Source: an optimization exercise on an open RTL-to-GDS flow (aim: small area, a short achievable clock period and few clock cycles). Production flows keep margins and buffers that such runs may drop. RTL that was checked went through simulation tests only; none was proved equivalent to the original. No functional check of the RTL was part of runs 1, 3 and 4. Power and IR drop assume default switching activity.

==> design.v <==
module godmr_core (
    input  wire        clk,
    input  wire        rst,           
    input  wire        req_valid,
    input  wire        req_write,
    input  wire [1:0]  req_size,      
    input  wire [11:0] req_addr,
    input  wire [31:0] req_wdata,
    output reg         resp_valid,
    output reg         resp_err,
    output reg  [31:0] resp_rdata,
    output wire [15:0] qr_code,       
    input  wire        qr_ok          
);
    reg [2:0]   status_err;
    reg [8:0]   crc9;
    reg [15:0]  crc16;
    reg [31:0]  crc32;
    reg [15:0]  sync_hi;
    reg [31:0]  sync_lo;
    reg [15:0]  emb_code;
    reg [7:0]   emb_len;
    reg [3:0]   emb_cc;
    reg [1:0]   emb_lcss;
    reg         emb_valid;
    reg [15:0]  wlen;
    reg [7:0]   b0 [0:52];
    reg [7:0]   b1 [0:52];
    reg [16:0]  wp;      
    reg [16:0]  fp;      
    function integer region;
        input integer k;
        begin
            if (k < 4)       region = 0;
            else if (k < 5)  region = 1;
            else if (k < 8)  region = 2;
            else if (k < 11) region = 3;
            else if (k < 12) region = 4;
            else if (k < 15) region = 5;
            else if (k < 16) region = 6;
            else if (k < 20) region = 7;
            else             region = 8 + (k - 20) / 4;
        end
    endfunction
    function integer flane;
        input integer k;
        begin
            case (k)
                4:  flane = 0;                
                8:  flane = 2;                
                9:  flane = 1;
                10: flane = 0;
                11: flane = 3;                
                12: flane = 2;
                13: flane = 1;
                14: flane = 0;
                default: flane = 3 - (k % 4);
            endcase
        end
    endfunction
    assign qr_code = emb_code;
    reg        q_w;           
    reg [6:0]  q_word;
    reg [31:0] q_wd;
    wire [9:0] word = req_addr[11:2];
    wire size_ok = (req_size == 2'd2) && (req_addr[1:0] == 2'b00);
    reg mapped, ro, wo;
    always @* begin
        mapped = 1'b1;
        ro     = 1'b0;
        wo     = 1'b0;
        case (word)
            10'h000:                          wo = 1'b1;
            10'h001, 10'h004, 10'h005, 10'h006,
            10'h00B, 10'h017:                 ro = 1'b1;
            10'h008, 10'h009, 10'h00A,
            10'h010, 10'h011, 10'h012, 10'h013,
            10'h014, 10'h015, 10'h016, 10'h018: ;
            default: begin
                if (word >= 10'h020 && word <= 10'h028)      ;
                else if (word >= 10'h040 && word <= 10'h04D) ;
                else mapped = 1'b0;
            end
        endcase
    end
    wire bus_error = !size_ok || !mapped || (req_write && ro) || (!req_write && wo);
    wire wr_ok = req_valid && req_write && size_ok && (word[9:7] == 3'd0);
    wire is_cmd = wr_ok && (word[6:0] == 7'h00);
    wire [7:0] opc  = req_wdata[31:24];
    wire [7:0] dat  = req_wdata[23:16];
    wire [7:0] cnt  = req_wdata[15:8];
    wire [7:0] rsvd = req_wdata[7:0];
    wire z_rsvd = (rsvd == 8'd0);
    wire z_dat  = (dat == 8'd0);
    wire z_cnt  = (cnt == 8'd0);
    wire cnt_1_8 = (cnt[7:4] == 4'd0) && (cnt[3] ? (cnt[2:0] == 3'd0) : (cnt[2:0] != 3'd0));
    wire cnt_gt8 = (cnt[7:4] != 4'd0) || (cnt[3] && (cnt[2:0] != 3'd0));
    wire o_01 = (opc == 8'h01), o_02 = (opc == 8'h02), o_03 = (opc == 8'h03);
    wire o_11 = (opc == 8'h11), o_12 = (opc == 8'h12), o_13 = (opc == 8'h13);
    wire o_21 = (opc == 8'h21), o_22 = (opc == 8'h22), o_23 = (opc == 8'h23);
    wire o_31 = (opc == 8'h31), o_32 = (opc == 8'h32);
    wire o_41 = (opc == 8'h41), o_42 = (opc == 8'h42);
    wire zz = z_rsvd && z_dat && z_cnt;
    wire l_c9i  = o_01 && zz;
    wire l_c9u  = o_02 && z_rsvd && cnt_1_8;
    wire l_c9f  = o_03 && z_rsvd && z_dat;
    wire l_c16i = o_11 && zz;
    wire l_c16u = o_12 && z_rsvd && z_cnt;
    wire l_c16f = o_13 && zz;
    wire l_c32i = o_21 && zz;
    wire l_c32u = o_22 && z_rsvd && z_cnt;
    wire l_c32f = o_23 && zz;
    wire l_ext  = o_31 && zz;
    wire l_parse = o_32 && zz;
    wire l_enc  = o_41 && zz;
    wire l_dec  = o_42 && zz;
    wire legal  = l_c9i | l_c9u | l_c9f | l_c16i | l_c16u | l_c16f | l_c32i |
                  l_c32u | l_c32f | l_ext | l_parse | l_enc | l_dec;
    wire long_op = is_cmd && ((l_c9f && cnt_gt8) || l_c16f || l_c32f);
    wire w_emb = wr_ok && (word[6:0] == 7'h0A);
    wire c_ext = is_cmd && l_ext;
    always @(posedge clk) begin
        if (rst) begin
            emb_len  <= 8'd0;
            emb_code <= 16'd0;
        end else if (w_emb) begin
            emb_len  <= req_wdata[31:24];
            emb_code <= req_wdata[15:0];
        end else if (c_ext) begin
            emb_len  <= 8'd16;
            emb_code <= {sync_hi[15:8], sync_lo[7:0]};
        end
    end
    wire [6:0] ra = word[6:0];
    wire r_s  = req_valid & ~ra[6] & ~ra[5] & ~ra[4];   
    wire r_f  = req_valid & ~ra[6] & ~ra[5] &  ra[4];   
    wire r_p  = req_valid & ~ra[6] &  ra[5];            
    wire r_w  = req_valid &  ra[6];                     
    wire [3:0] ri = ra[3:0];
    reg [16:0] rs_f, rs_w;
    integer m;
    always @* begin
        rs_f = 17'd0;
        rs_w = 17'd0;
        if (r_f) begin
            case (ri)
                4'h0: rs_f[0] = 1'b1;
                4'h1: rs_f[1] = 1'b1;
                4'h2: rs_f[2] = 1'b1;
                4'h3: rs_f[3] = 1'b1;
                4'h4: rs_f[5:4] = 2'b11;
                4'h5: rs_f[6] = 1'b1;
                4'h6: rs_f[7] = 1'b1;
                default: ;
            endcase
        end
        if (r_p && ri == 4'h8) rs_f[16] = 1'b1;
        if (r_w) begin
            case (ri)
                4'h0: rs_w[0] = 1'b1;
                4'h1: rs_w[2:1] = 2'b11;
                4'h2: rs_w[4:3] = 2'b11;
                4'h3: rs_w[6:5] = 2'b11;
                4'h4: rs_w[7] = 1'b1;
                4'hD: rs_w[16] = 1'b1;
                default: ;
            endcase
        end
    end
    wire [16:0] s0  = (rs_f & ~fp) | (rs_w & ~wp);
    wire [16:0] s1  = (rs_f &  fp) | (rs_w &  wp);
    wire [16:0] sf0 = rs_f & ~fp, sf1 = rs_f & fp;
    wire [16:0] sw0 = rs_w & ~wp, sw1 = rs_w & wp;
    wire [7:0] flags = fp[6] ? b1[15] : b0[15];
    wire [1:0] view_slot = {1'b0, flags[0]} + 2'd1;
    wire [31:0] f_view = {16'd0, flags[7:4], 2'b00, flags[3:2], 3'b000,
                          flags[1], 2'b00, view_slot};
    reg [31:0] rd_frame;
    integer q;
    always @* begin
        rd_frame = 32'd0;
        for (q = 0; q < 53; q = q + 1) if (q < 20 || q == 52) begin
            if (flane(q) == 3 - (q % 4)) begin
                rd_frame[8*(3 - (q % 4)) +: 8] = rd_frame[8*(3 - (q % 4)) +: 8] |
                    ({8{s0[region(q)]}} & b0[q]) | ({8{s1[region(q)]}} & b1[q]);
            end else begin
                rd_frame[8*flane(q) +: 8] = rd_frame[8*flane(q) +: 8] |
                    ({8{sf0[region(q)]}} & b0[q]) | ({8{sf1[region(q)]}} & b1[q]);
                rd_frame[8*(3 - (q % 4)) +: 8] = rd_frame[8*(3 - (q % 4)) +: 8] |
                    ({8{sw0[region(q)]}} & b0[q]) | ({8{sw1[region(q)]}} & b1[q]);
            end
        end
    end
    reg [31:0] rd_reg;
    always @* begin
        rd_reg = 32'd0;
        if (r_s) begin
            case (ri)
                4'h1: rd_reg = {29'd0, status_err};
                4'h4: rd_reg = {23'd0, crc9};
                4'h5: rd_reg = {16'd0, crc16};
                4'h6: rd_reg = crc32;
                4'h8: rd_reg = {16'd0, sync_hi};
                4'h9: rd_reg = sync_lo;
                4'hA: rd_reg = {emb_len, 8'd0, emb_code};
                4'hB: rd_reg = {23'd0, emb_valid, 2'b00, emb_lcss, emb_cc};
                default: rd_reg = 32'd0;
            endcase
        end
        if (r_f && ri == 4'h7) rd_reg = f_view;
        if (r_f && ri == 4'h8) rd_reg = {16'd0, wlen};
    end
    always @(posedge clk) resp_rdata <= rd_frame | rd_reg | ({32{rd_rf}} & ring_f) |
                                        ({32{rd_rw}} & ring_w);
    reg [31:0] rg0 [0:7];
    reg [31:0] rg1 [0:7];
    reg [2:0]  pw;         
    reg [3:0]  pww;        
    reg [3:0]  clr;        
    reg        clr_done;   
    reg        pend;       
    reg        hit_pend;   
    reg [2:0]  p_idx;      
    reg        p_view;     
    reg        p_write;    
    wire rr_f = (word[9:3] == 7'b0000100);                        
    wire rr_w = (word[9:4] == 6'b000100) && (word[3:0] >= 4'd5) &&
                (word[3:0] <= 4'd12);                             
    wire ring_req  = req_valid && size_ok && (rr_f || rr_w);
    wire hit_now   = ring_req && clr_done &&
                     (rr_f ? (word[2:0] == pw) : (word[3:0] == pww));
    wire ring_wait = ring_req && !hit_now;
    wire svc       = hit_now || hit_pend;
    wire s_write   = hit_now ? req_write : p_write;
    wire s_view    = hit_now ? rr_w : p_view;
    reg cfp, cwp;
    wire tgt = s_view ? ~cfp : ~cwp;
    wire [31:0] ring_f = cfp ? rg1[7] : rg0[7];
    wire [31:0] ring_w = cwp ? rg1[7] : rg0[7];
    wire rd_rf = (hit_now && !req_write && rr_f) || (hit_pend && !p_write && !p_view);
    wire rd_rw = (hit_now && !req_write && rr_w) || (hit_pend && !p_write &&  p_view);
    wire [16:0] ring_onehot = {1'b0, 8'b1 << pw, 8'b0};
    wire [16:0] rwf = (svc && s_write && !s_view) ? ring_onehot : 17'd0;
    wire [16:0] rww = (svc && s_write &&  s_view) ? ring_onehot : 17'd0;
    reg w_go, w_b1;
    always @(posedge clk) begin
        w_go <= !rst && svc && s_write;
        w_b1 <= tgt;
    end
    wire zero_in = rst || !clr_done;
    wire [31:0] wdz = q_wd & {32{~zero_in}};
    wire we0 = zero_in || (w_go && !w_b1);
    wire we1 = zero_in || (w_go &&  w_b1);
    integer g;
    always @(posedge clk) begin
        rg0[0] <= rg0[7];
        rg1[0] <= rg1[7];
        rg0[1] <= we0 ? wdz : rg0[0];
        rg1[1] <= we1 ? wdz : rg1[0];
        for (g = 2; g < 8; g = g + 1) begin
            rg0[g] <= rg0[g - 1];
            rg1[g] <= rg1[g - 1];
        end
    end
    wire [2:0] pw_nx    = pw + 3'd3;
    wire       pend_nx  = ring_wait || (pend && !hit_pend);
    wire [2:0] p_idx_nx = req_valid ? (rr_f ? word[2:0] : (word[2:0] - 3'd5)) : p_idx;
    always @(posedge clk) begin
        if (rst) begin
            pw       <= 3'd0;
            pww      <= 4'd5;
            clr      <= 4'd8;
            clr_done <= 1'b0;
            pend     <= 1'b0;
            hit_pend <= 1'b0;
        end else begin
            pw       <= pw_nx;
            pww      <= {1'b0, pw_nx} + 4'd5;
            if (!clr_done) clr <= clr - 4'd1;
            clr_done <= (clr <= 4'd1);
            pend     <= pend_nx;
            hit_pend <= pend_nx && (clr <= 4'd1) && (p_idx_nx == pw_nx);
        end
        if (req_valid) begin
            p_idx   <= p_idx_nx;
            p_view  <= rr_w;
            p_write <= req_write;
        end
    end
    reg        q_cmd;         
    reg        q_ill;         
    reg        q_c9i, q_c9u, q_c9f, q_c16i, q_c16u, q_c16f, q_c32i, q_c32u, q_c32f;
    reg        q_parse, q_enc, q_dec;
    always @(posedge clk) begin
        if (req_valid) begin
            q_wd    <= req_wdata;
            q_word  <= word[6:0];
        end
        q_w     <= wr_ok && !rst;
        q_cmd   <= is_cmd && !rst;
        q_ill   <= !legal;
        q_c9i   <= is_cmd && l_c9i;
        q_c9u   <= is_cmd && l_c9u;
        q_c9f   <= is_cmd && l_c9f;
        q_c16i  <= is_cmd && l_c16i;
        q_c16u  <= is_cmd && l_c16u;
        q_c16f  <= is_cmd && l_c16f;
        q_c32i  <= is_cmd && l_c32i;
        q_c32u  <= is_cmd && l_c32u;
        q_c32f  <= is_cmd && l_c32f;
        q_parse <= is_cmd && l_parse;
        q_enc   <= is_cmd && l_enc;
        q_dec   <= is_cmd && l_dec;
    end
    wire [7:0] q_dat = q_wd[23:16];
    wire [7:0] q_cnt = q_wd[15:8];
    wire dec_ok = q_dec && (wlen == 16'd53);
    wire [31:0] wd = q_wd & {32{~rst}};
    wire is_f = q_w && (q_word[6:4] == 3'b001);      
    wire is_p = q_w && (q_word[6:4] == 3'b010);      
    wire is_w = q_w && (q_word[6:4] == 3'b100);      
    wire [3:0] wi = q_word[3:0];
    reg [16:0] wr_f, wr_w;
    integer j;
    always @* begin
        wr_f = 17'd0;
        wr_w = 17'd0;
        if (is_f) begin
            case (wi)
                4'h0: wr_f[0] = 1'b1;
                4'h1: wr_f[1] = 1'b1;
                4'h2: wr_f[2] = 1'b1;
                4'h3: wr_f[3] = 1'b1;
                4'h4: wr_f[5:4] = 2'b11;
                4'h5: wr_f[6] = 1'b1;
                4'h6: wr_f[7] = 1'b1;
                default: ;
            endcase
        end
        if (is_p && wi == 4'h8) wr_f[16] = 1'b1;
        if (is_w) begin
            case (wi)
                4'h0: wr_w[0] = 1'b1;
                4'h1: wr_w[2:1] = 2'b11;
                4'h2: wr_w[4:3] = 2'b11;
                4'h3: wr_w[6:5] = 2'b11;
                4'h4: wr_w[7] = 1'b1;
                4'hD: wr_w[16] = 1'b1;
                default: ;
            endcase
        end
    end
    wire [16:0] wf_all = wr_f | rwf;
    wire [16:0] ww_all = wr_w | rww;
    wire [16:0] en0 = {17{rst}} | (wr_f & wp) | (wr_w & fp);
    wire [16:0] en1 = {17{rst}} | (wr_f & ~wp) | (wr_w & ~fp);
    genvar k;
    generate
        for (k = 0; k < 53; k = k + 1) begin : g_byte
          if (k < 20 || k == 52) begin : g_static
            localparam integer R  = region(k);
            localparam integer FL = flane(k);
            localparam integer WL = 3 - (k % 4);
            wire [7:0] lane = (FL == WL) ? wd[8*WL +: 8] :
                              (q_word[6] ? wd[8*WL +: 8] : wd[8*FL +: 8]);
            always @(posedge clk) begin
                if (en0[R]) b0[k] <= lane;
                if (en1[R]) b1[k] <= lane;
            end
          end
        end
    endgenerate
    wire [16:0] fp_nx = (wf_all & ~wp) | (~wf_all & (dec_ok ? wp : fp));
    wire [16:0] wp_nx = (ww_all & ~fp) | (~ww_all & (q_enc ? fp : wp));
    wire [7:0]  fpr = fp[15:8];
    wire [7:0]  wpr = wp[15:8];
    always @(posedge clk) begin
        cfp <= !rst && (dec_ok ? wpr[pw_nx] : fpr[pw_nx]);
        cwp <= !rst && (q_enc  ? fpr[pw_nx] : wpr[pw_nx]);
    end
    always @(posedge clk) begin
        if (rst) begin
            wp <= 17'd0;
            fp <= 17'd0;
        end else begin
            fp <= fp_nx;
            wp <= wp_nx;
        end
    end
    always @(posedge clk) begin
        if (rst || (q_w && q_word == 7'h08)) sync_hi <= wd[15:0];
        if (rst || (q_w && q_word == 7'h09)) sync_lo <= wd;
        if (rst || (q_w && q_word == 7'h18)) wlen    <= wd[15:0];
        else if (q_enc)                       wlen    <= 16'd53;
    end
    function [8:0] crc9_steps;
        input [8:0] c;
        input [7:0] d;
        input [3:0] n;
        integer i;
        reg [8:0] x;
        begin
            x = c;
            crc9_steps = c;
            for (i = 0; i < 8; i = i + 1) begin
                x = {x[7:0], d[7 - i]} ^ (x[8] ? 9'h059 : 9'h000);
                if (n == i + 1) crc9_steps = x;
            end
        end
    endfunction
    function [15:0] crc16_8;
        input [15:0] c;
        input [7:0] d;
        integer i;
        reg [15:0] x;
        begin
            x = c;
            for (i = 0; i < 8; i = i + 1)
                x = {x[14:0], d[7 - i]} ^ (x[15] ? 16'h1021 : 16'h0000);
            crc16_8 = x;
        end
    endfunction
    function [31:0] crc32_8;
        input [31:0] c;
        input [7:0] d;
        integer i;
        reg [31:0] x;
        begin
            x = c;
            for (i = 0; i < 8; i = i + 1)
                x = {x[30:0], d[7 - i]} ^ (x[31] ? 32'h04C11DB7 : 32'h00000000);
            crc32_8 = x;
        end
    endfunction
    reg        busy;       
    reg        hold;       
    reg [1:0]  eng;        
    reg [7:0]  rem;        
    wire [3:0] n_first = q_cnt[7:4] != 4'd0 ? 4'd8 : (q_cnt[3] ? 4'd8 : {1'b0, q_cnt[2:0]});
    wire [3:0] n_busy  = rem[7:4] != 4'd0 ? 4'd8 : (rem[3] ? 4'd8 : {1'b0, rem[2:0]});
    wire [3:0] n9      = busy ? n_busy : n_first;
    wire [8:0]  crc9_nx  = crc9_steps(crc9, q_c9u ? q_dat : 8'd0, n9);
    wire [15:0] crc16_nx = crc16_8(crc16, q_c16u ? q_dat : 8'd0);
    wire [31:0] crc32_nx = crc32_8(crc32, q_c32u ? q_dat : 8'd0);
    wire step9  = (busy && eng == 2'd0) || q_c9u || q_c9f;
    wire step16 = (busy && eng == 2'd1) || q_c16u || q_c16f;
    wire step32 = (busy && eng == 2'd2) || q_c32u || q_c32f;
    wire c9_long = q_c9f && (q_cnt > 8'd8);
    always @(posedge clk) begin
        if (rst) begin
            resp_valid <= 1'b0;
            resp_err   <= 1'b0;
            busy       <= 1'b0;
            hold       <= 1'b0;
            eng        <= 2'd0;
            rem        <= 8'd0;
            status_err <= 3'd0;
            crc9       <= 9'd0;
            crc16      <= 16'd0;
            crc32      <= 32'd0;
            emb_cc     <= 4'd0;
            emb_lcss   <= 2'd0;
            emb_valid  <= 1'b0;
        end else begin
            resp_valid <= (req_valid && !long_op && !ring_wait) || hit_pend;
            if (req_valid) begin
                resp_err <= bus_error;
                hold     <= long_op;
            end
            if (hit_pend)
                resp_err <= 1'b0;
            if (q_c9i)       crc9  <= 9'd0;
            else if (step9)  crc9  <= crc9_nx;
            if (q_c16i)      crc16 <= 16'd0;
            else if (step16) crc16 <= crc16_nx;
            if (q_c32i)      crc32 <= 32'd0;
            else if (step32) crc32 <= crc32_nx;
            if (busy) begin
                rem <= rem - 8'd8;
                if (rem <= 8'd8)
                    busy <= 1'b0;
                if (hold && rem <= 8'd16) begin
                    hold       <= 1'b0;
                    resp_valid <= 1'b1;
                    resp_err   <= 1'b0;
                end
            end
            if (c9_long || q_c16f || q_c32f) begin
                busy <= 1'b1;
                eng  <= q_c9f ? 2'd0 : (q_c16f ? 2'd1 : 2'd2);
                rem  <= q_c9f ? q_cnt - 8'd8 : (q_c16f ? 8'd8 : 8'd24);
                if (c9_long ? (q_cnt <= 8'd16) : q_c16f) begin
                    hold       <= 1'b0;
                    resp_valid <= 1'b1;
                    resp_err   <= 1'b0;
                end
            end
            if (q_cmd) begin
                if (q_ill)
                    status_err <= 3'd4;
                else if (q_dec && !dec_ok)
                    status_err <= 3'd1;
                else if (q_parse && emb_len != 8'd16)
                    status_err <= 3'd1;
                else if (q_parse && !qr_ok)
                    status_err <= 3'd2;
                else if (q_parse && emb_code[11])
                    status_err <= 3'd3;
                else
                    status_err <= 3'd0;
            end
            if (q_parse) begin
                if (emb_len != 8'd16 || !qr_ok || emb_code[11]) begin
                    {emb_valid, emb_lcss, emb_cc} <= 7'd0;
                end else begin
                    emb_cc    <= emb_code[15:12];
                    emb_lcss  <= emb_code[10:9];
                    emb_valid <= 1'b1;
                end
            end
        end
    end
endmodule
==> run.sh <==
#!/bin/bash
# synth_recipe.tcl (not shown) runs the flow's synth.tcl, then flattens the netlist and writes it again
# the make line also repeats each setting of config.mk as NAME=value (left out here)
make -C /OpenROAD-flow-scripts/flow DESIGN_CONFIG=/design/flow/config.mk WORK_HOME=/design/flow/orfs CLKGATE_MAP_FILE= SYNTH_SCRIPT=/design/flow/synth_recipe.tcl finish
==> config.mk <==
export PLATFORM = sky130hd
export DESIGN_NAME = godmr_core
export DESIGN_NICKNAME = godmr_core
export VERILOG_FILES = /design/flow/design.v
export SDC_FILE = /design/flow/constraint.sdc
export NUM_CORES = 4
export LEC_CHECK = 0
export CAP_MARGIN = 5
export CORE_MARGIN = 2
export CORE_UTILIZATION = 40
export PLACE_DENSITY = 0.6
export SETUP_SLACK_MARGIN = 2.6
export SLEW_MARGIN = 5
==> constraint.sdc <==
create_clock -name core_clock -period 5.0 [get_ports {clk}]
set_input_delay 1.0000 -clock core_clock [delete_from_list [all_inputs] [get_ports {clk}]]
set_output_delay 1.0000 -clock core_clock [all_outputs]
set_load 0.01 [all_outputs]
==> impl_metrics.toml, run 1 <==
[setup_path]
crit_path_max_fanout = 4
start_kind = "input port"
crit_required_ns = 5.57
end_kind = "register"
worstSetupPathType = "input port to register"
path_cells = "buf_6, buf_8, inv_8, ha_4, buf_12, and2_4, buf_12, a222oi_1, a31oi_1, a2111oi_1, o21ai_1"
crit_family = "compound AO/OA/AOI/OAI gates"
arrival_ns = 3.41
path_common_cell = "buf_12"
max_stage_delay_ns = 0.90
cp_slowest_cell = "a222oi_1"
path_buf_inv = 5

[synth]
yosysTopAreaCellShare = 0.343
ys_warn_count = 5
syn_nets = 3433
synth-simple-area-share = 0.0841
netlist_area_sq_mm = 0.0417
synthCells = 3365
synthFlopType = "dfxtp_1"
synth_largest_area_cell = "dfxtp_1"
synth_area_leaders = "dfxtp_1, edfxtp_1, mux2i_1, nand2_1, xnor2_1"
synthXorXnorAreaFrac = 0.0327
synth_mux_area_frac = 0.0545
seq_area_frac_synth = 0.663
synth_seq_cells = 1160
synthAdderAreaFrac = 0.00510
synth_compound_area_frac = 0.135
synth_area_per_cell_sq_um = 12.4
synth-edff-count = 444
synth_top_family_by_area = "compound AO/OA/AOI/OAI gates"
synth_cell_type_count = 84
synthArstFlopShare = 0

[cts]
numCtsBuffers = 112
cts_root_buffer = "clkbuf_16"
clockBufferDepth = 3
htree_levels = 3
cts_sinks = 1160
cts_tree = "done"
cts-hold-fix-buffers = 0
clkLatencyLatePin_ns = 0.73
clk_pin_slew_ns = 0.07

[route]
drcViolationCount = 0
vias = 30308
wirelength_mm = 147
viasPerCell = 5.86
antenna_left = 0
first_pass_iters = 6
wl_per_cell_microns = 28.4
drt_iter0_drc = 3703

[die]
initial_core_util = 0.403
die_area_sq_mm = 0.107
die-width_microns = 327
fp-row-count = 118
fp.dieH_microns = 327
ioPinCount = 101
core_area_sq_mm = 0.103

[timing]
report.final.slew_viol_count = 0
max_freq_mhz = 353
rsz0062_at_grt = "true"
worstMarginPinSlew_ns = 1.20
finalClockSkew_ns = 0.0430
timing.slew.headroom = 0.201
period_minus_slack_ns = 2.83
hold_violations = 0
post-route-period-util = 0.567
setup_viol = 0
setup_tns_ns = 0

[power_and_ir_drop]
ir_drop_v = 0.000306
p_int_mw = 15.5
seqPwrFrac = 0.516
power_density_mw_per_mm2 = 377
pwr-share-comb = 0.053
p_leak_nw = 18.7
power_frac_clock = 0.431
p_sw_mw = 4.68
netSwitchingFraction = 0.232

[hold_path]
hp-class = "register to register"

[placed_design]
dpl_cell_area_sq_mm = 0.0451
dpl.hpwl_mm = 95.5
place.gp.congestion = 0.993
port_buffers = 100

[global_route]
grt_use_total = 0.263
grt-ovfl-total = 0
grt_pass1_wl_mm = 205
antenna_found_initial = 10
grt_pass1_vias = 28373
grt_max_degree = 125

[layout]
drive_gt1_frac = 0.260
stdcell_area_sq_mm = 0.0535
fin_nets = 3754
fillers = 8632
layout_commonest_cell = "dfxtp_1"
fin_util = 0.517
final_cell_mix = "dfxtp_1, edfxtp_1, nand2_1, buf_4, nor2_1"
area_delta_synth_final_pct = 28.3

[outcome]
status = "no timing/DRC/antenna violations"

[flow_run]
max-cap-violations = 0
cell type report:
type                    count  area, sq um  share of cell area
multi-input cells        1937        15500               0.290
clock inverters            42          382             0.00713
well taps                1380         1730              0.0323
clock buffers             170         3500              0.0654
flip-flops and latches   1160        27800               0.519
diodes                      4         10.0            0.000187
inverters                  65          263             0.00491
repair buffers            410         4390              0.0820
metal layers:
| metal | up-vias | GRT usage | routed length (microns) |
|---|---|---|---|
| met4 | 12 | 0.152 | 9500 |
| met1 | 15098 | 0.353 | 59300 |
| met5 | - | 0 | 78 |
| met3 | 381 | 0.0495 | 12900 |
| met2 | 1654 | 0.399 | 64900 |
| li1 | 13163 | - | - |
stage by stage:
step / hold WS, ns / instances / setup slack (ns) / power [mW]
2_1_floorplan: 0.310 / 3365 / 2.02 / 11.0
3_3_place_gp: 0.310 / 4737 / 0.615 / 11.5
3_5_place_dp: 0.312 / 4737 / 0.410 / 11.5
4_1_cts: 0.312 / 5108 / 2.25 / 20.2
5_1_grt: 0.323 / 5165 / 2.20 / 20.7
6_report: 0.318 / 5168 / 2.17 / 20.2
synthesized netlist by cell type (33+ instances only):
library cell / n
a221oi_1: 42
inv_1: 65
dfxtp_1: 716
nor2b_1: 41
a22o_1: 61
xnor2_1: 101
mux2i_1: 189
a22oi_1: 99
nand3_1: 55
nor2_1: 219
o21ai_0: 123
a21oi_1: 129
nand2_1: 271
o2111ai_1: 41
o22ai_1: 45
xor2_1: 55
o211ai_1: 33
clkbuf_1: 178
edfxtp_1: 444
a211oi_1: 41
registers in the layout, indices dropped and copies added, names as in the netlist, 7 cells and up, named ones only:
name and flops:
rg0 256, rg1 256, b0 168, b1 168, crc32 32, q_wd 32, resp_rdata 32, sync_lo 32
crc16 16, emb_code 16, sync_hi 16, wlen 16, crc9 9, emb_len 8, rem 8, q_word 7
timing repair:
action,4_1_cts,5_1_grt
cloned,21,6
resized for setup,550,190
endpoints found under the setup margin,564,419
buffers inserted,138,50
hold endpoints to repair,0,0
pin swaps,119,113
power by group through the flow:
stage | Clock [mW] | Sequential [mW] | Combinational, mW
global route | 9.17 | 10.4 | 1.10
detailed placement | 0 | 10.6 | 0.881
finish | 8.70 | 10.4 | 1.06
global placement | 0 | 10.6 | 0.872
CTS | 8.80 | 10.4 | 0.981
floorplan | 0 | 10.5 | 0.471
cells by family after synthesis:
| logic type | Yosys count |
|---|---|
| compound gates | 778 |
| simple gates | 755 |
| mux | 219 |
| xor+xnor | 156 |
| fa+ha+maj | 17 |
| buf+inv | 280 |
| flops | 1160 |
worst paths after layout:
kind	startpoint	endpoint	slack, ns	cells after the start
worst max-delay path	req_addr[2]	resp_rdata[8]	2.17	11
worst min-delay path	rg1[3][6]	rg1[4][6]	0.32	0
worst max register to register	register	resp_rdata[9]	2.42	5
worst min register to register	rg1[3][6]	rg1[4][6]	0.32	0
==> inputs of run 2 (changes only) <==
--- a/design.v
+++ b/design.v
@@ -210,8 +210,12 @@
         if (r_f && ri == 4'h7) rd_reg = f_view;
         if (r_f && ri == 4'h8) rd_reg = {16'd0, wlen};
     end
-    always @(posedge clk) resp_rdata <= rd_frame | rd_reg | ({32{rd_rf}} & ring_f) |
-                                        ({32{rd_rw}} & ring_w);
+    reg [31:0] rd_a, rd_b;
+    always @(posedge clk) begin
+        rd_a <= rd_frame;
+        rd_b <= rd_reg | ({32{rd_rf}} & ring_f) | ({32{rd_rw}} & ring_w);
+    end
+    always @* resp_rdata = rd_a | rd_b;
     reg [31:0] rg0 [0:7];
     reg [31:0] rg1 [0:7];
     reg [2:0]  pw;         
--- a/config.mk
+++ b/config.mk
@@ -5,9 +5,9 @@
 export SDC_FILE = /design/flow/constraint.sdc
 export NUM_CORES = 4
 export LEC_CHECK = 0
-export CAP_MARGIN = 5
+export CAP_MARGIN = 20
 export CORE_MARGIN = 2
 export CORE_UTILIZATION = 40
 export PLACE_DENSITY = 0.6
 export SETUP_SLACK_MARGIN = 2.6
-export SLEW_MARGIN = 5
+export SLEW_MARGIN = 20
==> run 2 against run 1 <==
Against the previous run:
- clock skew rose by 0.022 ns
- count of clock-buffer cells in the layout fell by 2
- critical path depth did not move
- wire length fell by 6.6%
- maximum frequency rose by 7.3%
- first-iteration DRC count fell by 7.9%
- worst hold slack got worse by 0.0024 ns
- non-clock buffer count fell by 78
- final cell count fell by 1.5%
- synthesized area rose by 1.4%
- largest cell class unchanged
- register-to-register slack improved by 0.20 ns
==> impl_metrics.toml, run 2 <==
[global_route]
grt_util_met1 = 0.328
grt_pass1_wl_mm = 193
gr-usage-met2 = 0.390
grt-ovfl-total = 0
antenna_found_initial = 10
grt_max_degree = 67
grt_pass1_vias = 27375
met3_usage = 0.0423
grt_use_total = 0.245
grt-busiest-layer = "met2"

[timing]
timing.slew.headroom = 0.218
period_minus_slack_ns = 2.64
setup_viol = 0
post-route-period-util = 0.528
setup_tns_ns = 0
hold_violations = 0
max_freq_mhz = 379
rsz0062_at_grt = "true"
report.final.slew_viol_count = 0
worstMarginPinSlew_ns = 1.17
hold_slack_ns = 0.315
worst_slack_ns = 2.36
finalClockSkew_ns = 0.0648

[synth]
synthArstFlopShare = 0
yosysTopAreaCellShare = 0.354
synth_mux_area_frac = 0.0608
synth-edff-count = 444
synth_seq_cells = 1192
netlist_area_sq_mm = 0.0423
syn_nets = 3428
seq_area_frac_synth = 0.669
synth-simple-area-share = 0.0795
yosysMostFrequentCell = "dfxtp_1"
synth_top_family_by_area = "compound AO/OA/AOI/OAI gates"
synth_area_leaders = "dfxtp_1, edfxtp_1, mux2i_1, xnor2_1, nand2_1"
synth_area_per_cell_sq_um = 12.6
synthXorXnorAreaFrac = 0.0327
ys_warn_count = 5
synthFlopType = "dfxtp_1"
synthAdderAreaFrac = 0.00502
synth_largest_area_cell = "dfxtp_1"
synth_compound_area_frac = 0.128
synth_cell_type_count = 82
synth_common_cells = "dfxtp_1, edfxtp_1, nand2_1, mux2i_1, nor2_1"
synthCells = 3360

[layout]
stdcell_area_sq_mm = 0.0527
reg.largest.list = "rg0 (256), rg1 (256)"
final_cell_count_no_fill = 5088
area_delta_synth_final_pct = 24.4
drive_gt1_frac = 0.241
layout_commonest_cell = "dfxtp_1"
fillers = 9094
final_cell_mix = "dfxtp_1, edfxtp_1, mux2i_1, nand2_1, nor2_1"
multi_input_area_sq_mm = 0.0148
register_area_sq_mm = 0.0284
fin_nets = 3666
fin_util = 0.501

[setup_path]
path_buf_inv = 3
crit_family = "simple AND/OR/NAND/NOR gates"
r2r_setup_slack_ns = 2.62
max_stage_delay_ns = 0.39
crit_path_max_fanout = 7
worstSetupPathType = "input port to register"
arrival_ns = 3.22
crit_required_ns = 5.58
reg2reg_depth = 9
end_kind = "register"
r2r-end = "crc9[8]"
cp_slowest_cell = "or3b_4"
path_cells = "buf_8, clkinvlp_4, ha_4, or3b_4, or3_4, nor4_4, nand3_4, buf_6, o21a_4, a22oi_2, nor2_1"
timing.rr.start = "q_wd[13]"
start_kind = "input port"

[placed_design]
place.gp.congestion = 0.893
dpl.hpwl_mm = 87.6
dp_cells = 4718
port_buffers = 100
post-place-ws_ns = 0.548
dpl_cell_area_sq_mm = 0.0454

[cts]
cts_root_buffer = "clkbuf_16"
cts_tree = "done"
clockBufferDepth = 3
clk_pin_slew_ns = 0.06
htree_levels = 3
cts_sinks = 1192
numCtsBuffers = 114
clkLatencyLatePin_ns = 0.73

[power_and_ir_drop]
ir_drop_v = 0.000338
power_density_mw_per_mm2 = 391
power_mw = 20.6
p_leak_nw = 18.4

[route]
viasPerCell = 5.76
first_pass_iters = 7
drt_iter0_drc = 3410
vias = 29316
antenna_left = 0
wirelength_mm = 137
drcViolationCount = 0
wl_per_cell_microns = 26.9

[hold_path]
hp-class = "register to register"
hp-start = "rg1[4][12]"
whs_path_depth = 0
whs_endpoint = "rg1[5][12]"

[die]
fp-row-count = 119
die_area_sq_mm = 0.108
initial_core_util = 0.403
ioPinCount = 101
core_area_sq_mm = 0.105
fp.dieH_microns = 329
die-width_microns = 329

[outcome]
status = "no timing/DRC/antenna violations"

[flow_run]
max-cap-violations = 0
-- run 2: per-layer routing --
metal / wire (microns) / part of all wire
met1: 55700 / 0.41
met2: 62800 / 0.46
met3: 11300 / 0.082
met4: 7140 / 0.052
met5: 21 / 0.00015
-- run 2: area by class of cell --
cell class | instances | share of cell area
flip-flops and latches | 1192 | 0.540
multi-input cells | 1896 | 0.281
repair buffers | 332 | 0.0654
clock buffers | 168 | 0.0652
well taps | 1391 | 0.0330
clock inverters | 46 | 0.0102
inverters | 62 | 0.00520
diodes | 1 | 0.0000475
-- run 2: power by group --
| part | switching (mW) | internal [mW] |
|---|---|---|
| clock | 3.76 | 5.15 |
| sequential | 0.195 | 10.4 |
| combinational | 0.679 | 0.364 |
-- run 2: logic make-up (layout without fill, tap and decap cells) --
kind of cell | count (synthesis) | count (layout)
flip-flops | 1192 | 1192
AO/OA/AOI/OAI | 754 | 762
AND/OR/NAND/NOR | 712 | 712
buffers and inverters | 280 | 608
multiplexers | 247 | 247
XOR/XNOR | 158 | 158
adder cells (fa/ha/maj) | 17 | 17
other | 0 | 1
-- run 2: worst max path at each step --
stage | startpoint | end | slack [ns] | depth (start not counted)
after floorplan | req_addr[2] | emb_code[11] | 1.89 | 10
after global placement | req_addr[3] | emb_code[7] | 0.61 | 10
after detailed placement | req_addr[3] | emb_code[7] | 0.55 | 10
after CTS | req_addr[3] | emb_code[12] | 2.45 | 11
after global routing | req_addr[2] | emb_code[8] | 2.29 | 11
final | req_addr[2] | emb_len[5] | 2.36 | 11
-- run 2: timing repair --
item	CTS	global route
pin swaps	87	57
hold buffers	0	0
endpoints found under the hold margin	0	0
resized for setup	581	160
buffers inserted	85	57
endpoints found under the setup margin	751	368
cloned	11	2
Testbench counts of run 2, summed over its fixed seeds: cycles 27,148.
==> inputs of run 3 (changes only) <==
--- a/design.v
+++ b/design.v
@@ -220,6 +220,8 @@
     reg [31:0] rg1 [0:7];
     reg [2:0]  pw;         
     reg [3:0]  pww;        
+    reg [2:0]  pw1;        
+    reg [3:0]  pww1;       
     reg [3:0]  clr;        
     reg        clr_done;   
     reg        pend;       
@@ -266,24 +268,31 @@
             rg1[g] <= rg1[g - 1];
         end
     end
-    wire [2:0] pw_nx    = pw + 3'd3;
+    wire [2:0] pw_nx    = pw1;
+    wire [2:0] pw_nx2   = pw1 + 3'd3;
     wire       pend_nx  = ring_wait || (pend && !hit_pend);
-    wire [2:0] p_idx_nx = req_valid ? (rr_f ? word[2:0] : (word[2:0] - 3'd5)) : p_idx;
+    wire [2:0] p_idx_nx = rr_f ? word[2:0] : (word[2:0] - 3'd5);
+    wire hp_new = ring_wait && (rr_f ? (word[2:0] == pw1) : (word[3:0] == pww1));
+    wire hp_old = pend && !hit_pend && (p_idx == pw1);
     always @(posedge clk) begin
         if (rst) begin
             pw       <= 3'd0;
             pww      <= 4'd5;
+            pw1      <= 3'd3;
+            pww1     <= 4'd8;
             clr      <= 4'd8;
             clr_done <= 1'b0;
             pend     <= 1'b0;
             hit_pend <= 1'b0;
         end else begin
-            pw       <= pw_nx;
-            pww      <= {1'b0, pw_nx} + 4'd5;
+            pw       <= pw1;
+            pww      <= pww1;
+            pw1      <= pw_nx2;
+            pww1     <= {1'b0, pw_nx2} + 4'd5;
             if (!clr_done) clr <= clr - 4'd1;
             clr_done <= (clr <= 4'd1);
             pend     <= pend_nx;
-            hit_pend <= pend_nx && (clr <= 4'd1) && (p_idx_nx == pw_nx);
+            hit_pend <= (hp_new || hp_old) && (clr <= 4'd1);
         end
         if (req_valid) begin
             p_idx   <= p_idx_nx;
==> run 3 against run 2 <==
Against the previous run:
- final cell count increased by 0.61%
- combinational power shrank 4%
- power grew 2.0%
- largest power group unchanged
==> impl_metrics.toml, run 3 <==
[setup_path]
end_kind = "register"
start_kind = "input port"
crit_path_max_fanout = 6
reg2reg_depth = 7
crit_required_ns = 5.62
r2r_setup_slack_ns = 2.38
r2r-end = "rd_b[27]"
startpoint = "req_wdata[6]"
arrival_ns = 3.50
timing.rr.start = "pw[2]"
worstSetupPathType = "input port to register"

[power_and_ir_drop]
p_int_mw = 16.2
ir_drop_v = 0.000360
seqPwrFrac = 0.510
p_sw_mw = 4.77
netSwitchingFraction = 0.227
power_density_mw_per_mm2 = 395
pwr-share-comb = 0.048
power_frac_clock = 0.442
p_leak_nw = 18.9

[hold_path]
whs_path_depth = 0
whs_endpoint = "rg0[4][5]"
hp-start = "rg0[3][5]"
hp-class = "register to register"

[cts]
cts_root_buffer = "clkbuf_16"
htree_levels = 3
numCtsBuffers = 117
clkLatencyLatePin_ns = 0.72
clk_pin_slew_ns = 0.06
cts-hold-fix-buffers = 0
cts_tree = "done"
cts_sinks = 1198
clockBufferDepth = 3

[placed_design]
place.gp.congestion = 0.957
dp_cells = 4736
port_buffers = 100
dpl.hpwl_mm = 89.4
dpl_cell_area_sq_mm = 0.0460

[timing]
finalClockSkew_ns = 0.0368
setup_viol = 0
worstMarginPinSlew_ns = 1.11
report.final.slew_viol_count = 0
hold_violations = 0
timing.slew.headroom = 0.259
max_freq_mhz = 347
post-route-period-util = 0.576
rsz0062_at_grt = "true"
period_minus_slack_ns = 2.88
setup_tns_ns = 0

[layout]
reg.largest.list = "rg0 (256), rg1 (256)"
layout_commonest_cell = "dfxtp_1"
fin_util = 0.504
stdcell_area_sq_mm = 0.0531
final_cell_mix = "dfxtp_1, edfxtp_1, nand2_1, mux2i_1, nor2_1"
area_delta_synth_final_pct = 24.8
fin_nets = 3686
drive_gt1_frac = 0.249
final_cell_count_no_fill = 5119

[synth]
synthCells = 3363
synth_common_cells = "dfxtp_1, edfxtp_1, nand2_1, nor2_1, mux2i_1"
synth_seq_cells = 1198
yosysTopAreaCellShare = 0.355
synthArstFlopShare = 0
seq_area_frac_synth = 0.668
synth-edff-count = 444
yosysMostFrequentCell = "dfxtp_1"
ys_warn_count = 5
synthFlopType = "dfxtp_1"
synth_cell_type_count = 86
syn_nets = 3427
synth_largest_area_cell = "dfxtp_1"
synth_area_leaders = "dfxtp_1, edfxtp_1, mux2i_1, xnor2_1, a22o_1"
netlist_area_sq_mm = 0.0426
synth_area_per_cell_sq_um = 12.7

[die]
die-width_microns = 330
fp-row-count = 119
ioPinCount = 101
fp.dieH_microns = 330
core_area_sq_mm = 0.105
initial_core_util = 0.404
die_area_sq_mm = 0.109

[flow_run]
max-cap-violations = 0

[global_route]
grt-ovfl-total = 0
grt_pass1_wl_mm = 200
grt_use_total = 0.255
grt_pass1_vias = 28430
antenna_found_initial = 5
grt_max_degree = 132

[route]
drt_iter0_drc = 3446
drcViolationCount = 0
first_pass_iters = 18
viasPerCell = 5.81
vias = 29758
antenna_left = 0
wl_per_cell_microns = 27.6
wirelength_mm = 142

[outcome]
status = "no timing/DRC/antenna violations"
[run 3: cell count changes in the layout (fill, tap and decap cells not counted), sizes merged, moves of 14 or more]
cell | before | now
o22ai | 87 | 43
buf | 272 | 296
a211oi | 77 | 55
mux2i | 203 | 182
o21ai | 99 | 119
a22oi | 82 | 63
a211o | 5 | 20
dlygate4sd2 | 29 | 14
o211ai | 13 | 27
[run 3: per-layer routing]
metal | global-route usage | share of wire | vias to the layer above
met2 | 0.391 | 0.44 | 1531
met3 | 0.0539 | 0.089 | 344
met1 | 0.338 | 0.41 | 14849
met4 | 0.135 | 0.058 | 4
li1 | - | - | 13030
met5 | 0 | 0.00019 | -
[run 3: area by class of cell]
cell class	count	area, sq um
multi-input cells	1898	14900
inverters	60	246
clock buffers	167	3570
fillers	9024	52300
well taps	1391	1740
repair buffers	347	3520
flip-flops and latches	1198	28500
clock inverters	56	606
diodes	2	5.00
[run 3: metrics by stage]
step	hold slack [ns]	power (mW)	setup slack (ns)
2_1_floorplan	0.310	11.3	1.66
3_3_place_gp	0.310	11.8	0.440
3_5_place_dp	0.312	11.8	0.355
4_1_cts	0.322	21.1	2.14
5_1_grt	0.325	21.6	2.08
6_report	0.318	21.0	2.12
[run 3: worst max-delay path, cell delays in order]
cell,delay (ns)
clkdlybuf4s15_1,0.24
or4_4,0.48
or4_4,0.54
or2_4,0.27
nor3_4,0.16
buf_6,0.15
a41o_4,0.27
buf_12,0.16
nor2_4,0.04
a211oi_2,0.17
[run 3: worst max path at each step]
stage	endpoint	slack, ns	cells past startpoint
global route	emb_len[7]	2.08	9
global placement	emb_code[1]	0.44	10
floorplan	resp_valid	1.66	8
detailed placement	emb_code[1]	0.36	10
CTS	emb_code[9]	2.14	10
finish	emb_code[3]	2.12	10
[run 3: power groups by stage]
stage                     combinational, mW  sequential (mW)  clock, mW
after floorplan                       0.478             10.8          0
after global placement                0.856             10.9          0
after detailed placement              0.863             10.9          0
after CTS                             0.938             10.7       9.43
after global routing                   1.04             10.7       9.82
final                                  1.00             10.7       9.29
[run 3: repair_timing]
action                                  4_1_cts  5_1_grt
gates cloned                                 11        1
gates resized for setup                     572      136
pin swaps                                    84       74
buffers inserted                             90       56
endpoints found under the setup margin      661      474
[run 3: logic make-up after synthesis]
kind of cell / after synthesis / synth area share
and+or+nand+nor: 730 / 0.0836
muxes: 214 / 0.0526
buffers and inverters: 275 / 0.0254
AOI/OAI and AO/OA: 773 / 0.134
adders and majority gates: 13 / 0.00382
xor gates and xnor gates: 160 / 0.0329
DFF: 1198 / 0.668
==> inputs of run 4 (changes only) <==
--- a/design.v
+++ b/design.v
@@ -116,9 +116,8 @@
     wire l_dec  = o_42 && zz;
     wire legal  = l_c9i | l_c9u | l_c9f | l_c16i | l_c16u | l_c16f | l_c32i |
                   l_c32u | l_c32f | l_ext | l_parse | l_enc | l_dec;
-    wire long_op = is_cmd && ((l_c9f && cnt_gt8) || l_c16f || l_c32f);
+    wire long_op = is_cmd && ((l_c9f && cnt_gt8) || l_c16f || l_c32f || l_ext);
     wire w_emb = wr_ok && (word[6:0] == 7'h0A);
-    wire c_ext = is_cmd && l_ext;
     always @(posedge clk) begin
         if (rst) begin
             emb_len  <= 8'd0;
@@ -126,7 +125,7 @@
         end else if (w_emb) begin
             emb_len  <= req_wdata[31:24];
             emb_code <= req_wdata[15:0];
-        end else if (c_ext) begin
+        end else if (q_ext) begin
             emb_len  <= 8'd16;
             emb_code <= {sync_hi[15:8], sync_lo[7:0]};
         end
@@ -303,7 +302,7 @@
     reg        q_cmd;         
     reg        q_ill;         
     reg        q_c9i, q_c9u, q_c9f, q_c16i, q_c16u, q_c16f, q_c32i, q_c32u, q_c32f;
-    reg        q_parse, q_enc, q_dec;
+    reg        q_parse, q_enc, q_dec, q_ext;
     always @(posedge clk) begin
         if (req_valid) begin
             q_wd    <= req_wdata;
@@ -322,6 +321,7 @@
         q_c32u  <= is_cmd && l_c32u;
         q_c32f  <= is_cmd && l_c32f;
         q_parse <= is_cmd && l_parse;
+        q_ext   <= is_cmd && l_ext;
         q_enc   <= is_cmd && l_enc;
         q_dec   <= is_cmd && l_dec;
     end
@@ -508,6 +508,11 @@
                     resp_err   <= 1'b0;
                 end
             end
+            if (q_ext) begin
+                hold       <= 1'b0;
+                resp_valid <= 1'b1;
+                resp_err   <= 1'b0;
+            end
             if (q_cmd) begin
                 if (q_ill)
                     status_err <= 3'd4;
==> run 4 against run 3 <==
Against the previous run:
- maximum frequency rose by 4.9%
- sequential power is essentially flat
- combinational power down 6%
- critical path depth fell by 1
- via count decreased by 3.2%
- still clean on timing, DRC and antenna
- worst hold slack got worse by 0.0095 ns
- sequential cell count rose by 1
==> impl_metrics.toml, run 4 <==
[flow_run]
max-cap-violations = 0

[route]
vias = 28816
antenna_left = 0
drcViolationCount = 0
wl_per_cell_microns = 27.3
wirelength_mm = 137
drt_iter0_drc = 3663
viasPerCell = 5.74
first_pass_iters = 8

[layout]
reg.largest.list = "rg0 (256), rg1 (256)"
fin_nets = 3595
drive_gt1_frac = 0.216
fillers = 9046
area_delta_synth_final_pct = 22.3
final_cell_mix = "dfxtp_1, edfxtp_1, nand2_1, nor2_1, mux2i_1"
layout_commonest_cell = "dfxtp_1"

[hold_path]
hp-class = "register to register"

[placed_design]
place.gp.congestion = 0.914
dpl.hpwl_mm = 91.0
port_buffers = 100

[synth]
synth_mux_area_frac = 0.0516
netlist_area_sq_mm = 0.0421
synthArstFlopShare = 0
synth_largest_area_cell = "dfxtp_1"
synthXorXnorAreaFrac = 0.0329
synth_area_leaders = "dfxtp_1, edfxtp_1, mux2i_1, xnor2_1, nand2_1"
synth-simple-area-share = 0.0862
synth_seq_cells = 1199
synthFlopType = "dfxtp_1"
yosysTopAreaCellShare = 0.359
yosysMostFrequentCell = "dfxtp_1"
synth_cell_type_count = 86
synthCells = 3332
seq_area_frac_synth = 0.676
synth_compound_area_frac = 0.126
synth_area_per_cell_sq_um = 12.6
ys_warn_count = 5
synthAdderAreaFrac = 0.00386
synth_top_family_by_area = "compound AO/OA/AOI/OAI gates"
synth-edff-count = 444
synth_common_cells = "dfxtp_1, edfxtp_1, nand2_1, clkbuf_1, nor2_1"
syn_nets = 3396

[timing]
setup_tns_ns = 0
hold_violations = 0
setup_viol = 0
worstMarginPinSlew_ns = 1.29
max_freq_mhz = 364
finalClockSkew_ns = 0.0270
timing.slew.headroom = 0.134
hold_slack_ns = 0.309
period_minus_slack_ns = 2.75
report.final.slew_viol_count = 0
rsz0062_at_grt = "true"
post-route-period-util = 0.549

[global_route]
grt_pass1_vias = 27436
grt_use_total = 0.248
antenna_found_initial = 5
grt-ovfl-total = 0
grt_pass1_wl_mm = 194
grt_max_degree = 86

[setup_path]
crit_required_ns = 5.62
start_kind = "input port"
crit_path_max_fanout = 8
max_stage_delay_ns = 0.54
worstSetupPathType = "input port to register"
end_kind = "register"
arrival_ns = 3.37
path_cells = "buf_6, or4_4, or3_4, or4_4, a21oi_4, buf_4, o211ai_1, or2_0, a31oi_1"
cp_slowest_cell = "or4_4"
path_common_cell = "or4_4"

[power_and_ir_drop]
seqPwrFrac = 0.511
power_frac_clock = 0.444
p_int_mw = 16.2
power_density_mw_per_mm2 = 406
p_sw_mw = 4.69
netSwitchingFraction = 0.224
p_leak_nw = 18.1
ir_drop_v = 0.000305
pwr-share-comb = 0.045

[die]
die_area_sq_mm = 0.108
fp.dieH_microns = 328
ioPinCount = 101
initial_core_util = 0.405
fp-row-count = 118
core_area_sq_mm = 0.104
die-width_microns = 328

[cts]
cts-hold-fix-buffers = 0
clockBufferDepth = 3
htree_levels = 3
numCtsBuffers = 117
cts_sinks = 1199
clk_pin_slew_ns = 0.06
cts_root_buffer = "clkbuf_16"
clkLatencyLatePin_ns = 0.72
cts_tree = "done"

[outcome]
status = "no timing/DRC/antenna violations"
run 4: area by class of cell:
type / instances / area, sq um / area share
Clock inverter: 54 / 503 / 0.00977
Sequential cell: 1199 / 28600 / 0.555
Timing Repair Buffer: 279 / 2710 / 0.0526
Tap cell: 1380 / 1730 / 0.0335
Antenna cell: 2 / 5.00 / 0.0000972
Clock buffer: 170 / 3680 / 0.0715
Multi-Input combinational cell: 1872 / 14000 / 0.273
Inverter: 62 / 253 / 0.00491
run 4: path summary, 6_finish.rpt:
path | from | to | slack (ns) | cells past startpoint
worst max-delay path | req_addr[10] | register | 2.25 | 9
worst max register to register | pw[0] | register | 2.52 | 8
worst min register to register | rg0[2][27] | rg0[3][27] | 0.31 | 0
worst min-delay path | rg0[2][27] | rg0[3][27] | 0.31 | 0
run 4: critical path: cells and delay by family:
family,cells,cell delay [ns]
simple gates,4,1.57
compound gates,3,0.53
buf+inv,2,0.26
run 4: repair_timing:
action / 4_1_cts / 5_1_grt
setup buffers: 44 / 36
gates cloned: 3 / 3
pin swaps: 56 / 38
resized for setup: 466 / 118
endpoints found under the setup margin: 616 / 475
run 4: cell families (layout without fill, tap and decap cells):
group / after synthesis / in the layout
AOI/OAI and AO/OA: 738 / 740
buffers and inverters: 265 / 565
DFF: 1199 / 1199
other: 0 / 2
xor gates and xnor gates: 158 / 158
muxes: 205 / 205
adders and majority gates: 13 / 13
and+or+nand+nor: 754 / 756
run 4: layer usage:
layer | track usage | vias up | part of all wire
met5 | 0 | - | 0.000088
met3 | 0.0443 | 323 | 0.081
li1 | - | 12761 | -
met2 | 0.379 | 1366 | 0.44
met1 | 0.340 | 14364 | 0.42
met4 | 0.123 | 2 | 0.055
run 4: metrics by stage:
step	instances	cell area, sq um	utilization	setup WS (ns)	power [mW]
3_5_place_dp	4706	45400	0.436	0.585	11.7
5_1_grt	5017	51500	0.495	2.23	21.5
6_report	5018	51500	0.495	2.25	20.9
2_1_floorplan	3332	42900	-	1.74	11.3
4_1_cts	4977	50700	0.488	2.22	21.0
3_3_place_gp	4706	45400	0.436	0.644	11.7
run 4: power groups by stage:
stage	combinational, mW	clock, mW	sequential (mW)
6_report	0.944	9.28	10.7
5_1_grt	0.986	9.84	10.7
4_1_cts	0.894	9.44	10.7
3_5_place_dp	0.826	0	10.9
3_3_place_gp	0.822	0	10.9
2_1_floorplan	0.441	0	10.8
==> inputs of run 5 (changes only) <==
--- a/design.v
+++ b/design.v
@@ -232,8 +232,11 @@
     wire rr_w = (word[9:4] == 6'b000100) && (word[3:0] >= 4'd5) &&
                 (word[3:0] <= 4'd12);                             
     wire ring_req  = req_valid && size_ok && (rr_f || rr_w);
-    wire hit_now   = ring_req && clr_done &&
-                     (rr_f ? (word[2:0] == pw) : (word[3:0] == pww));
+    wire blk_f = (word[9:3] == 7'b0000100);
+    wire blk_w = (word[9:4] == 6'b000100);
+    wire ok_req = req_valid && size_ok;
+    wire hit_now   = ok_req && clr_done &&
+                     ((blk_f && word[2:0] == pw) || (blk_w && word[3:0] == pww));
     wire ring_wait = ring_req && !hit_now;
     wire svc       = hit_now || hit_pend;
     wire s_write   = hit_now ? req_write : p_write;
@@ -242,8 +245,8 @@
     wire tgt = s_view ? ~cfp : ~cwp;
     wire [31:0] ring_f = cfp ? rg1[7] : rg0[7];
     wire [31:0] ring_w = cwp ? rg1[7] : rg0[7];
-    wire rd_rf = (hit_now && !req_write && rr_f) || (hit_pend && !p_write && !p_view);
-    wire rd_rw = (hit_now && !req_write && rr_w) || (hit_pend && !p_write &&  p_view);
+    wire rd_rf = (req_valid && !req_write && rr_f) || (hit_pend && !p_write && !p_view);
+    wire rd_rw = (req_valid && !req_write && rr_w) || (hit_pend && !p_write &&  p_view);
     wire [16:0] ring_onehot = {1'b0, 8'b1 << pw, 8'b0};
     wire [16:0] rwf = (svc && s_write && !s_view) ? ring_onehot : 17'd0;
     wire [16:0] rww = (svc && s_write &&  s_view) ? ring_onehot : 17'd0;
@@ -271,7 +274,8 @@
     wire [2:0] pw_nx2   = pw1 + 3'd3;
     wire       pend_nx  = ring_wait || (pend && !hit_pend);
     wire [2:0] p_idx_nx = rr_f ? word[2:0] : (word[2:0] - 3'd5);
-    wire hp_new = ring_wait && (rr_f ? (word[2:0] == pw1) : (word[3:0] == pww1));
+    wire hp_new = ok_req &&
+                  ((blk_f && word[2:0] == pw1) || (blk_w && word[3:0] == pww1));
     wire hp_old = pend && !hit_pend && (p_idx == pw1);
     always @(posedge clk) begin
         if (rst) begin
==> run 5 against run 4 <==
Against the previous run:
- sequential cell count stayed put
- first-iteration DRC count is 2.2% lower
- highest routed layer unchanged
- synthesized area is 0.12% higher
- largest power group unchanged
- non-clock buffer count is 59 higher
- die area is 0.13% higher
- register-to-register slack worse by 0.10 ns
- critical path type unchanged
- final cell count is 1.3% higher
- clock power is 3.8% lower
- global-route usage is 0.65 points higher
- wire length is 2.5% higher
==> impl_metrics.toml, run 5 <==
[die]
core_area_sq_mm = 0.105
initial_core_util = 0.402
die-width_microns = 329
die_area_sq_mm = 0.108
fp-row-count = 119
fp.dieH_microns = 329
ioPinCount = 101

[cts]
cts_tree = "done"
clockBufferDepth = 3
cts_sinks = 1199
cts_root_buffer = "clkbuf_16"
cts-hold-fix-buffers = 0
clk_pin_slew_ns = 0.06
numCtsBuffers = 115
htree_levels = 3
clkLatencyLatePin_ns = 0.72

[synth]
synthFlopType = "dfxtp_1"
synth_cell_type_count = 84
synthArstFlopShare = 0
ys_warn_count = 5
synth_largest_area_cell = "dfxtp_1"
syn_nets = 3406
synth_area_leaders = "dfxtp_1, edfxtp_1, mux2i_1, xnor2_1, nand2_1"
synth_common_cells = "dfxtp_1, edfxtp_1, nand2_1, clkbuf_1, nor2_1"
synthCells = 3342
synth_area_per_cell_sq_um = 12.6
yosysTopAreaCellShare = 0.359
synth_seq_cells = 1199
yosysMostFrequentCell = "dfxtp_1"
netlist_area_sq_mm = 0.0421
seq_area_frac_synth = 0.675
synth-edff-count = 444

[hold_path]
hp-class = "register to register"

[placed_design]
place.gp.congestion = 0.921
post-place-ws_ns = 0.445
port_buffers = 100
dpl.hpwl_mm = 90.3

[timing]
setup_viol = 0
rsz0062_at_grt = "true"
post-route-period-util = 0.527
setup_tns_ns = 0
worst_slack_ns = 2.36
finalClockSkew_ns = 0.0297
hold_violations = 0
worstMarginPinSlew_ns = 1.11
period_minus_slack_ns = 2.64
report.final.slew_viol_count = 0
timing.slew.headroom = 0.246
max_freq_mhz = 379

[route]
antenna_left = 0
drt_iter0_drc = 3581
wirelength_mm = 140
viasPerCell = 5.80
vias = 29452
wl_per_cell_microns = 27.6
first_pass_iters = 8
drcViolationCount = 0

[setup_path]
path_buf_inv = 4
worstSetupPathType = "input port to register"
crit_path_max_fanout = 12
crit_family = "simple AND/OR/NAND/NOR gates"
end_kind = "register"
arrival_ns = 3.27
cp_slowest_cell = "or3_1"
max_stage_delay_ns = 0.33
path_cells = "buf_8, buf_6, ha_4, nand2b_1, a22oi_2, nor2_1, a2111oi_4, buf_4, nor2_4, buf_6, or3_1, a31oi_1"
start_kind = "input port"
crit_required_ns = 5.63
path_common_cell = "buf_6"
r2r_setup_slack_ns = 2.42

[layout]
final_cell_mix = "dfxtp_1, edfxtp_1, nand2_1, buf_4, mux2i_1"
area_delta_synth_final_pct = 23.6
layout_commonest_cell = "dfxtp_1"
fin_nets = 3657
reg.largest.list = "rg0 (256), rg1 (256)"
drive_gt1_frac = 0.229

[global_route]
antenna_found_initial = 11
grt_use_total = 0.255
grt_max_degree = 53
grt_pass1_vias = 28199
grt-ovfl-total = 0
grt_pass1_wl_mm = 200

[power_and_ir_drop]
power_density_mw_per_mm2 = 396
ir_drop_v = 0.000318
p_leak_nw = 18.2

[flow_run]
max-cap-violations = 0

[outcome]
status = "no timing/DRC/antenna violations"
-- run 5: logic make-up after synthesis --
| logic type | share of synthesized area |
|---|---|
| compound gates | 0.128 |
| xor+xnor | 0.0337 |
| fa+ha+maj | 0.00386 |
| buf+inv | 0.0241 |
| flops | 0.675 |
| mux | 0.0492 |
| simple gates | 0.0858 |
-- run 5: worst paths after layout --
check                    to         from  cells after the start
hold / removal    rg1[5][8]    rg1[4][8]                      0
hold reg to reg   rg1[5][8]    rg1[4][8]                      0
setup / recovery   register  req_addr[2]                     12
setup reg to reg   register     clr_done                      8
-- run 5: layer usage --
layer / up-vias / track usage / routed length (microns)
met3: 374 / 0.0446 / 11800
li1: 12897 / - / -
met4: 4 / 0.116 / 7270
met2: 1496 / 0.406 / 64100
met5: - / 0 / 27
met1: 14681 / 0.339 / 57100
-- run 5: final cells by class --
| class | count | area, sq um |
|---|---|---|
| inverter | 58 | 236 |
| tap | 1391 | 1740 |
| sequential | 1199 | 28600 |
| fill | 9214 | 52700 |
| timing repair buffer | 338 | 3350 |
| multi-input combinational | 1881 | 14200 |
| antenna | 2 | 5.00 |
| clock buffer | 157 | 3330 |
| clock inverter | 55 | 634 |
-- run 5: per-stage QoR --
stage                     utilization  cell area [sq um]  hold slack [ns]  std cells  total power [mW]
after floorplan                     -              42900            0.310       3342              11.3
after global placement          0.432              45300            0.310       4723              11.7
after detailed placement        0.432              45300            0.312       4724              11.8
after CTS                       0.487              51100            0.317       5025              20.7
after global routing            0.497              52100            0.325       5081              21.2
final                           0.497              52100            0.315       5081              20.6
-- run 5: timing repair --
item	CTS	global route
gates resized for setup	569	165
buffers inserted	79	54
endpoints found under the hold margin	0	0
pin swaps	59	71
gates cloned	10	0
setup endpoints to repair	644	396
-- run 5: where the power goes --
part           leakage (nW)  internal [mW]  switching (mW)
Combinational          5.87          0.333           0.647
Sequential             10.4           10.5           0.216
Clock                  1.94           5.08            3.85
Testbench counts of run 5, summed over its fixed seeds: cycles 27,148.
==> inputs of run 6 (changes only) <==
--- a/config.mk
+++ b/config.mk
@@ -9,5 +9,5 @@
 export CORE_MARGIN = 2
 export CORE_UTILIZATION = 40
 export PLACE_DENSITY = 0.6
-export SETUP_SLACK_MARGIN = 2.6
+export SETUP_SLACK_MARGIN = 2.3
 export SLEW_MARGIN = 20
==> run 6 against run 5 <==
Against the previous run:
- largest power group unchanged
- die area stayed put
- register-to-register slack worse by 0.05 ns
- count of clock-buffer cells in the layout is 2 higher
- first-iteration DRC count is 3.3% lower
- cell area is 3.9% lower
==> impl_metrics.toml, run 6 <==
[timing]
setup_tns_ns = 0
worstMarginPinSlew_ns = 1.07
finalClockSkew_ns = 0.0669
period_minus_slack_ns = 2.69
hold_slack_ns = 0.272
worst_slack_ns = 2.31
max_freq_mhz = 372
rsz0062_at_grt = "false"
setup_viol = 0
report.final.slew_viol_count = 0
hold_violations = 0
timing.slew.headroom = 0.283
post-route-period-util = 0.538

[power_and_ir_drop]
power_density_mw_per_mm2 = 410
p_leak_nw = 17.4
power_mw = 20.5
ir_drop_v = 0.000392

[cts]
htree_levels = 3
cts_root_buffer = "clkbuf_16"
clockBufferDepth = 3
cts_sinks = 1199
clkLatencyLatePin_ns = 0.72
cts_tree = "done"
clk_pin_slew_ns = 0.07
numCtsBuffers = 113

[setup_path]
crit_required_ns = 5.55
arrival_ns = 3.24
worstSetupPathType = "input port to register"
crit_path_max_fanout = 28
start_kind = "input port"
end_kind = "register"

[synth]
yosysMostFrequentCell = "dfxtp_1"
yosysTopAreaCellShare = 0.359
seq_area_frac_synth = 0.675
synth_area_per_cell_sq_um = 12.6
synthArstFlopShare = 0
synth-edff-count = 444
synth_common_cells = "dfxtp_1, edfxtp_1, nand2_1, clkbuf_1, nor2_1"
synth_cell_type_count = 84
synthCells = 3342
ys_warn_count = 5
synth_seq_cells = 1199
netlist_area_sq_mm = 0.0421
synth_largest_area_cell = "dfxtp_1"
synth_area_leaders = "dfxtp_1, edfxtp_1, mux2i_1, xnor2_1, nand2_1"
synthFlopType = "dfxtp_1"
syn_nets = 3406

[placed_design]
dp_cells = 4725
dpl_cell_area_sq_mm = 0.0452
dpl.hpwl_mm = 92.3
port_buffers = 100
post-place-ws_ns = 0.460
place.gp.congestion = 0.920

[die]
fp-row-count = 119
fp.dieH_microns = 329
core_area_sq_mm = 0.105
die_area_sq_mm = 0.108
initial_core_util = 0.402
ioPinCount = 101
die-width_microns = 329

[layout]
final_cell_mix = "dfxtp_1, edfxtp_1, nand2_1, mux2i_1, nor2_1"
fin_nets = 3555
drive_gt1_frac = 0.166
layout_commonest_cell = "dfxtp_1"
final_cell_count_no_fill = 4980
fillers = 9310
area_delta_synth_final_pct = 18.8
fin_util = 0.478
stdcell_area_sq_mm = 0.0501
reg.largest.list = "rg0 (256), rg1 (256)"

[global_route]
grt_max_degree = 69
grt-ovfl-total = 0
grt_pass1_wl_mm = 194
antenna_found_initial = 20
grt_use_total = 0.248
grt_pass1_vias = 27109

[route]
wirelength_mm = 137
drcViolationCount = 0
first_pass_iters = 9
wl_per_cell_microns = 27.4
viasPerCell = 5.79
drt_iter0_drc = 3463
vias = 28840
antenna_left = 0

[hold_path]
hp-class = "register to register"

[outcome]
status = "no timing/DRC/antenna violations"

[flow_run]
max-cap-violations = 0
==> run 6: changes by cell type in the layout (fill, tap and decap cells not counted), sizes merged <==
cell and delta:
and2 -3, bufbuf -4, inv +3, dlymetal6s2s -2, clkdlybuf4s50 +20, a21oi +2
dlygate4sd2 +27, clkbuf +1, buf -140, clkinvlp -3, bufinv -1, clkinv -1
==> run 6: metal layers <==
| layer | track usage | vias up | routed length [microns] | part of all wire |
|---|---|---|---|---|
| met5 | 0 | - | 129 | 0.00094 |
| met4 | 0.101 | 18 | 5960 | 0.044 |
| met3 | 0.0464 | 313 | 12800 | 0.094 |
| met2 | 0.388 | 1470 | 61300 | 0.45 |
| met1 | 0.340 | 14381 | 56300 | 0.41 |
| li1 | - | 12658 | - | - |
==> run 6: worst paths after layout <==
check	endpoint	cells past startpoint	startpoint	slack, ns
min reg2reg	rg0[2][13]	0	rg0[1][13]	0.27
max reg2reg	crc9[0]	5	q_wd[11]	2.37
min	rg0[2][13]	0	rg0[1][13]	0.27
max	rg0[1][2]	6	rst	2.31
==> run 6: layout make-up <==
type	count	area [sq um]	share of cell area
tap	1391	1740	0.0348
timing repair inverter	1	7.51	0.000150
clock inverter	52	564	0.0113
clock buffer	159	3390	0.0678
multi-input combinational	1880	13500	0.269
sequential	1199	28500	0.570
timing repair buffer	238	2120	0.0423
antenna	2	5.00	0.000100
inverter	58	238	0.00475
==> run 6: where the power goes <==
group / total (mW) / leakage [nW] / switching (mW) / internal [mW]
logic: 0.887 / 5.05 / 0.619 / 0.269
clock network: 8.91 / 1.96 / 3.82 / 5.10
registers: 10.7 / 10.4 / 0.209 / 10.5
==> run 6: worst max-delay path, stage by stage <==
cell        delay (ns)
buf_4             0.37
clkinvlp_4        0.48
nand2_1           0.64
a21oi_4           0.27
buf_4             0.28
a22o_1            0.18
==> run 6: repair_timing <==
action | in CTS | in global routing
pin swaps | 18 | 15
gates resized for setup | 247 | 50
gates cloned | 5 | 0
setup buffers | 21 | 16
endpoints found under the setup margin | 500 | 263
hold buffers | 0 | 0
==> run 6: cell families (layout without fill, tap and decap cells) <==
family                     Yosys count  count (layout)  share of synthesized area
DFF                               1199            1199                      0.675
other                                0               2                          0
AOI/OAI and AO/OA                  756             758                      0.128
xor gates and xnor gates           162             162                     0.0337
adders and majority gates           13              13                    0.00386
and+or+nand+nor                    746             748                     0.0858
muxes                              199             199                     0.0492
buffers and inverters              267             508                     0.0241

re-timing with driven ports:
The results above use ideal ports. As a check the final layouts listed here were re-extracted and re-timed, cells and wires unchanged. Step 1 (the two cells are an assumption about what drives the block):
set clk [get_ports {clk}]
set_driving_cell -lib_cell sky130_fd_sc_hd__clkbuf_16 $clk
set_driving_cell -lib_cell sky130_fd_sc_hd__buf_2 [delete_from_list [all_inputs] $clk]
Step 2 adds t to the input delays and takes it off the output delays; t is the mean of the earliest and latest rising clock arrival at the registers after step 1. Input paths then give back, and output paths get back, about the clock's delay inside the block. Slacks: ideal ports / drivers / drivers and shift; pairs: ideal ports / drivers.
run | t, ns | setup WS [ns] | worst hold slack (ns)
run 1 | 0.782 | 2.167 / 2.196 / 1.415 | 0.318 / 0.318 / 0.318
run 2 | 0.764 | 2.360 / 2.391 / 1.627 | 0.315 / 0.315 / 0.315
run 3 | 0.775 | 2.119 / 2.100 / 1.325 | 0.318 / 0.318 / 0.318
run 4 | 0.769 | 2.255 / 2.287 / 1.518 | 0.309 / 0.309 / 0.309
run 5 | 0.780 | 2.363 / 2.394 / 1.614 | 0.315 / 0.315 / 0.315
run 6 | 0.758 | 2.309 / 2.262 / 1.586 | 0.272 / 0.272 / 0.272
After both steps every run listed still meets setup and hold. The setup slack of run 3, which loses most, moves by -0.019 ns with the drivers and by -0.794 ns with both steps.
